What follows belongs to an exercise in optimizing a design on an open flow for small area; a production flow would make more cautious choices.
In this exercise RTL edits were held to simulation tests only and were not proved equivalent to the original.
Power figures rest on the tool's default switching activity, not on a simulated workload.

<file path="flow/config.mk">
export PLATFORM = sky130hd
export DESIGN_NAME = nos64_ptw
export DESIGN_NICKNAME = nos64_ptw
export VERILOG_FILES = /design/flow/design.v
export SDC_FILE = /design/flow/constraint.sdc
export NUM_CORES = 4
export LEC_CHECK = 0
export CAP_MARGIN = 20
export CORE_MARGIN = 2
export CORE_UTILIZATION = 40
export PLACE_DENSITY = 0.6
export SLEW_MARGIN = 20
</file>
<file path="flow/constraint.sdc">
create_clock -name core_clock -period 6.0 [get_ports {clk}]
set_input_delay 1.2000 -clock core_clock [delete_from_list [all_inputs] [get_ports {clk}]]
set_output_delay 1.2000 -clock core_clock [all_outputs]
set_load 0.01 [all_outputs]
</file>
<file path="flow/design.v">
module nos64_ptw (
    input  wire        clk,
    input  wire        rst,             
    input  wire        cmd_valid,
    output wire        cmd_ready,
    input  wire [71:0] cmd_word,        
    input  wire [3:0]  rd_addr,
    output reg  [63:0] rd_data,
    output wire        tgt_req_valid,
    input  wire        tgt_req_ready,
    output wire        tgt_req_reg,     
    output wire [63:0] tgt_req_addr,
    input  wire        tgt_resp_valid,
    input  wire        tgt_resp_ok,
    input  wire [63:0] tgt_resp_data,
    output wire        diag_valid,
    output wire [1:0]  diag_level,
    output wire [9:0]  diag_flags,
    output wire [63:0] diag_value
);
    localparam [63:0] CR3_BASE_MASK = 64'hFFFF_FFFF_FFFF_F000;
    localparam [63:0] FRAME_MASK    = 64'h000F_FFFF_FFFF_F000;
    localparam [1:0] ST_IDLE = 2'd0, ST_BUSY = 2'd1, ST_OK = 2'd2, ST_ERR = 2'd3;
    localparam [1:0] OP_NONE = 2'd0, OP_TRANSLATE = 2'd1, OP_DECODE = 2'd2, OP_ILLEGAL = 2'd3;
    localparam [2:0] E_NONE = 3'd0, E_REGUNAVAIL = 3'd2, E_MEMUNREAD = 3'd3,
                     E_NOTMAPPED = 3'd4, E_ILLEGAL = 3'd5;
    localparam [2:0] PH_REG_REQ  = 3'd0,   
                     PH_REG_WAIT = 3'd1,   
                     PH_MEM_REQ  = 3'd2,   
                     PH_MEM_WAIT = 3'd3,   
                     PH_DEC      = 3'd4,   
                     PH_DECODE   = 3'd5;   
    reg [1:0]  state;
    reg [1:0]  op;
    reg [63:0] operand;
    reg [63:0] paddr;
    reg [63:0] faddr;
    reg [2:0]  err;
    reg [1:0]  err_level;
    reg [2:0]  nrec;
    reg [2:0]  nrd;
    reg        regrd;
    reg [63:0] diag_val [0:3];
    reg [15:0] diag_flg [0:3];
    reg [1:0]  label;
    reg [1:0]  lvl;
    reg [2:0]  phase;
    reg [63:0] base;
    reg [63:0] entry;
    integer i;
    function [9:0] flags_of(input [63:0] e);
        flags_of = {e[63], e[8:0]};
    endfunction
    wire [7:0]  cw     = cmd_word[71:64];
    wire [63:0] cw_opd = cmd_word[63:0];
    wire is_translate  = (cw == 8'h10);
    wire is_decode     = (cw[7:2] == 6'b0010_00);
    wire accept        = cmd_valid && cmd_ready;
    assign cmd_ready = (state != ST_BUSY);
    reg [8:0] index;
    always @(*) begin
        case (lvl)
            2'd0: index = operand[47:39];
            2'd1: index = operand[38:30];
            2'd2: index = operand[29:21];
            default: index = operand[20:12];
        endcase
    end
    wire [63:0] entry_addr = base | {52'd0, index, 3'b000};
    assign tgt_req_valid = (state == ST_BUSY) &&
                           (phase == PH_REG_REQ || phase == PH_MEM_REQ);
    assign tgt_req_reg   = (phase == PH_REG_REQ);
    assign tgt_req_addr  = (phase == PH_MEM_REQ) ? entry_addr : 64'd0;
    wire   req_fire      = tgt_req_valid && tgt_req_ready;
    wire in_dec    = (state == ST_BUSY) && (phase == PH_DEC);
    wire in_decode = (state == ST_BUSY) && (phase == PH_DECODE);
    assign diag_valid = in_dec || in_decode;
    assign diag_level = in_decode ? label : lvl;
    assign diag_value = in_decode ? operand : entry;
    assign diag_flags = flags_of(diag_value);
    always @(posedge clk) begin
        if (rst) begin
            state     <= ST_IDLE;
            op        <= OP_NONE;
            operand   <= 64'd0;
            paddr     <= 64'd0;
            faddr     <= 64'd0;
            err       <= E_NONE;
            err_level <= 2'd0;
            nrec      <= 3'd0;
            nrd       <= 3'd0;
            regrd     <= 1'b0;
            for (i = 0; i < 4; i = i + 1) begin
                diag_val[i] <= 64'd0;
                diag_flg[i] <= 16'd0;
            end
        end else if (accept) begin
            operand   <= cw_opd;
            paddr     <= 64'd0;
            faddr     <= 64'd0;
            err       <= E_NONE;
            err_level <= 2'd0;
            nrec      <= 3'd0;
            nrd       <= 3'd0;
            regrd     <= 1'b0;
            for (i = 0; i < 4; i = i + 1) begin
                diag_val[i] <= 64'd0;
                diag_flg[i] <= 16'd0;
            end
            label <= cw[1:0];
            lvl   <= 2'd0;
            if (is_translate) begin
                op    <= OP_TRANSLATE;
                state <= ST_BUSY;
                phase <= PH_REG_REQ;
            end else if (is_decode) begin
                op    <= OP_DECODE;
                state <= ST_BUSY;
                phase <= PH_DECODE;
            end else begin
                op    <= OP_ILLEGAL;
                state <= ST_ERR;
                err   <= E_ILLEGAL;
            end
        end else if (state == ST_BUSY) begin
            case (phase)
                PH_REG_REQ: begin
                    if (req_fire) begin
                        regrd <= 1'b1;
                        phase <= PH_REG_WAIT;
                    end
                end
                PH_REG_WAIT: begin
                    if (tgt_resp_valid) begin
                        if (!tgt_resp_ok) begin
                            err   <= E_REGUNAVAIL;
                            state <= ST_ERR;
                        end else begin
                            base  <= tgt_resp_data & CR3_BASE_MASK;
                            lvl   <= 2'd0;
                            phase <= PH_MEM_REQ;
                        end
                    end
                end
                PH_MEM_REQ: begin
                    if (req_fire) begin
                        faddr <= entry_addr;
                        nrd   <= nrd + 3'd1;
                        phase <= PH_MEM_WAIT;
                    end
                end
                PH_MEM_WAIT: begin
                    if (tgt_resp_valid) begin
                        if (!tgt_resp_ok) begin
                            err       <= E_MEMUNREAD;
                            err_level <= lvl;
                            state     <= ST_ERR;
                        end else begin
                            entry <= tgt_resp_data;
                            phase <= PH_DEC;
                        end
                    end
                end
                PH_DEC: begin
                    diag_val[nrec[1:0]] <= entry;
                    diag_flg[nrec[1:0]] <= {1'b1, 3'b000, lvl, flags_of(entry)};
                    nrec <= nrec + 3'd1;
                    if (!entry[0]) begin
                        err       <= E_NOTMAPPED;
                        err_level <= lvl;
                        state     <= ST_ERR;
                    end else if (lvl == 2'd3) begin
                        paddr <= (entry & FRAME_MASK) | {52'd0, operand[11:0]};
                        state <= ST_OK;
                    end else begin
                        base  <= entry & FRAME_MASK;
                        lvl   <= lvl + 2'd1;
                        phase <= PH_MEM_REQ;
                    end
                end
                PH_DECODE: begin
                    diag_val[0] <= operand;
                    diag_flg[0] <= {1'b1, 3'b000, label, flags_of(operand)};
                    nrec  <= 3'd1;
                    state <= ST_OK;
                end
                default: state <= ST_ERR;
            endcase
        end
    end
    wire [63:0] status = {48'd0, op, regrd, nrd, nrec, err_level, err, state};
    always @(*) begin
        case (rd_addr)
            4'd0:  rd_data = status;
            4'd1:  rd_data = paddr;
            4'd2:  rd_data = faddr;
            4'd3:  rd_data = operand;
            4'd4:  rd_data = diag_val[0];
            4'd5:  rd_data = diag_val[1];
            4'd6:  rd_data = diag_val[2];
            4'd7:  rd_data = diag_val[3];
            4'd8:  rd_data = {48'd0, diag_flg[0]};
            4'd9:  rd_data = {48'd0, diag_flg[1]};
            4'd10: rd_data = {48'd0, diag_flg[2]};
            4'd11: rd_data = {48'd0, diag_flg[3]};
            default: rd_data = 64'd0;
        endcase
    end
endmodule
</file>
<file path="flow/run.sh">
#!/bin/bash
# synth_recipe.tcl (not shown) runs the flow's synth.tcl, then flattens the netlist and writes it again
# the make line also repeats each setting of config.mk as NAME=value (left out here)
make -C /OpenROAD-flow-scripts/flow DESIGN_CONFIG=/design/flow/config.mk WORK_HOME=/design/flow/orfs CLKGATE_MAP_FILE= SYNTH_SCRIPT=/design/flow/synth_recipe.tcl finish
</file>
==> reports/qor.csv <==
metric,value,unit
post-synth top area share,45.6,%
leading area contributor after synthesis,edfxtp_1,
FF-to-FF setup slack,2.23,ns
area of the die,67400,µm²
cell count after synthesis,2348,
Fin. Hold Viols,0,
Avg Inst Size Synth,11.1,µm²
FILL cells,5644,
"Arr. time, crit path",4.18,ns
placed cells,3395,
H-tree lvl count,3,
Main synth FF type,edfxtp_1,
post-CTS sizing,0,
vias in the first global route,21067,
Min-Delay Path Class,reg2reg,
wire length per cell,26.3,µm
number of flops mapped to enable cells by yosys,397,
setup TNS,0,ns
Final Total Pwr,9.39,mW
Die Wd,260,µm
GRT Util Overall,26.9,%
CTS tree,yes,
WP data required,4.80,ns
share of cells above drive strength 1,10.2,%
number of CTS-inserted buffers,67,
setup repair after global routing missed its margin,false,
"Warnings, synthesis",1,
first-pass GRT wire length,135000,µm
# setup viols final,0,
Final Slew Violations,0,
Mapped Area,26200,µm²
io pins,354,
worst-skew pair later-pin latency,0.60,ns
"top cells by area, synth","edfxtp_1 46%, dfxtp_1 15%, nand2_1 7.0%",
die height,260,µm
final core utilization,50.6,%
post-CTS setup buffers,0,
I/O Buffers,350,
hold_buf cts,0,
DRC Markers,0,
peak supply drop,0.171,mV
final critical-path share of the clock period,89.6,%
global route overflow,0,
Max Clock Skew,0.0269,ns
Routed WL,92800,µm
via count,21038,
fin crit period,5.38,ns
synth unique cells,69,
Num Clock Sinks,594,
Peak Freq,186,MHz
Root Driver,clkbuf_16,
Worst-Margin Slew,1.11,ns
HPWL after DPL,55500,µm
hold path depth,1,
Post-synth ARST share,0,%
PwrDens,287,nW/µm²
core area,64600,µm²
"FF+latch count, synth",594,
Rows,93,
number of routed nets with antenna violations,0,
post-synthesis sequential area ratio,60.7,%
largest net degree at the start of global routing,82,
Worst Setup Start Kind,input pin,
Crit Path Max Fanout,12,
Area Growth Syn to Fin,24.9,%
Initial Util,40.5,%
final instance count without filler cells,3521,
Via density,5.98,
GP Congestion,0.912,
DRT iter0 DRCs,2517,
initial antenna violation count,6,
fin nets,2765,
run status,no timing/DRC/antenna violations,
Pre-antenna DRT Iters,8,
critical path class,in2out,
"CTS clk-pin slew, worst paths",0.06,ns
total of max-cap violations,0,
crit end category,output port,
Rel. slew slack,25.7,%
Pleak,12.4,nW
CTS Buffer Depth,3,
R2R depth,5,
[critical path: stages]
cell             delay [ns]
clkdlybuf4s50_1        0.75
buf_4                  0.27
xor2_1                 0.20
nor3b_2                0.81
a22oi_1                0.14
nand4_1                0.22
clkdlybuf4s50_1        0.58
[layer usage]
metal,vias up,global-route usage [%],share of wire [%]
li1,9252,-,-
met1,10429,35.9,40
met2,1160,43.3,47
met3,197,4.96,9.4
met4,0,11.0,3.6
met5,-,0,0
[through the flow]
| stage | hold slack (ns) | instance area (µm²) | worst slack (ns) |
|---|---|---|---|
| global route | 0.472 | 32700 | 0.562 |
| finish | 0.451 | 32700 | 0.622 |
| detailed placement | 0.438 | 30400 | 0.701 |
| global placement | 0.437 | 30400 | 0.763 |
| floorplan | 0.420 | 26200 | 0.278 |
| CTS | 0.452 | 32700 | 0.703 |
[cell type report]
class / instances / area (µm²) / area share [%]
antenna: 5 / 12.5 / 0.0383
clock buffer: 91 / 1930 / 5.90
inverter: 12 / 45.0 / 0.138
multi-input combinational: 1527 / 9390 / 28.7
sequential: 594 / 15900 / 48.6
clock inverter: 30 / 313 / 0.957
tap: 855 / 1070 / 3.27
timing repair buffer: 407 / 4050 / 12.4
[report_power, final]
part	switching (mW)	internal [mW]	leakage (nW)
sequential	0.100	4.51	5.71
clock	1.66	2.51	1.11
combinational	0.369	0.239	5.57
[flip-flops by register name, indices dropped and copies added, names as in the netlist, 3 cells and up]
| signal | flops |
|---|---|
| diag_val | 244 |
| entry | 64 |
| operand | 64 |
| faddr | 61 |
| base | 52 |
| paddr | 52 |
| diag_flg | 34 |
| err | 3 |
| nrd | 3 |
| nrec | 3 |
| phase | 3 |
[cell families after synthesis]
group	share of synthesized area [%]
AOI/OAI and AO/OA	13.8
and+or+nand+nor	17.7
adders and majority gates	0.478
buffers and inverters	4.17
muxes	3.12
xor gates and xnor gates	0.134
other	0.0143
DFF	60.7
[path summary, 6_finish.rpt]
check	start	end
max	rd_addr[3]	rd_data[0]
max reg2reg	phase[0]	faddr[8]
min reg2reg	diag_flg[3][15]	diag_flg[3][15]
min	diag_flg[3][15]	diag_flg[3][15]
[cells in the mapped netlist, types with 3 or more instances]
master / instances
nand2_1: 486
edfxtp_1: 397
and3_1: 224
dfxtp_1: 197
a21oi_1: 178
a22oi_1: 132
clkbuf_1: 118
a22o_1: 76
and2_1: 69
mux2_2: 69
nand3_1: 65
a222oi_1: 57
buf_2: 37
buf_4: 21
nor2_1: 19
clkbuf_2: 18
nand2b_1: 13
buf_1: 12
buf_6: 11
ha_1: 10
inv_1: 10
o21ai_0: 10
a221oi_1: 9
a32o_1: 9
nand4_1: 8
nor2b_1: 8
nor3_1: 7
a21o_1: 5
nand3b_1: 5
mux2i_1: 4
nor3b_2: 4
nor4bb_1: 4
a21boi_0: 3
nor4_1: 3
[cell usage in the layout, fill, tap and decap left out, drive strengths merged, types with 9 or more instances in the layout]
cell / n
a221oi: 9
nor2: 20
a22o: 76
and2: 69
and3: 224
a32o: 9
nand3: 66
mux2: 69
a22oi: 132
o21ai: 11
edfxtp: 397
buf: 58
nand2: 486
ha: 10
nor3: 9
clkdlybuf4s50: 349
dfxtp: 197
clkinv: 21
a21oi: 178
nand2b: 13
clkbuf: 91
a222oi: 57
inv: 13

[afterwards: timing with drivers on the ports]
How much do the figures lean on ideal ports? The routed layout below was timed once more, with nothing changed but the port constraints.
Step 1, drivers: a clkbuf_16 drives clk and a buf_2 each remaining input, both assumed.
Step 2 also shifts input and output timing later by t, the mid clock arrival at the registers, as if the neighbouring blocks saw the same clock.
Three values: no drivers, after step 1, after step 2; two values: the first two.
shift t [ns]: 0.655
setup WS [ns]: 0.622 / 0.538 / 0.538
cell pins on the clock port's net: 1
After both steps this run still meets setup and hold. The setup slack of this run moves by -0.084 ns with the drivers and by -0.084 ns with both steps.
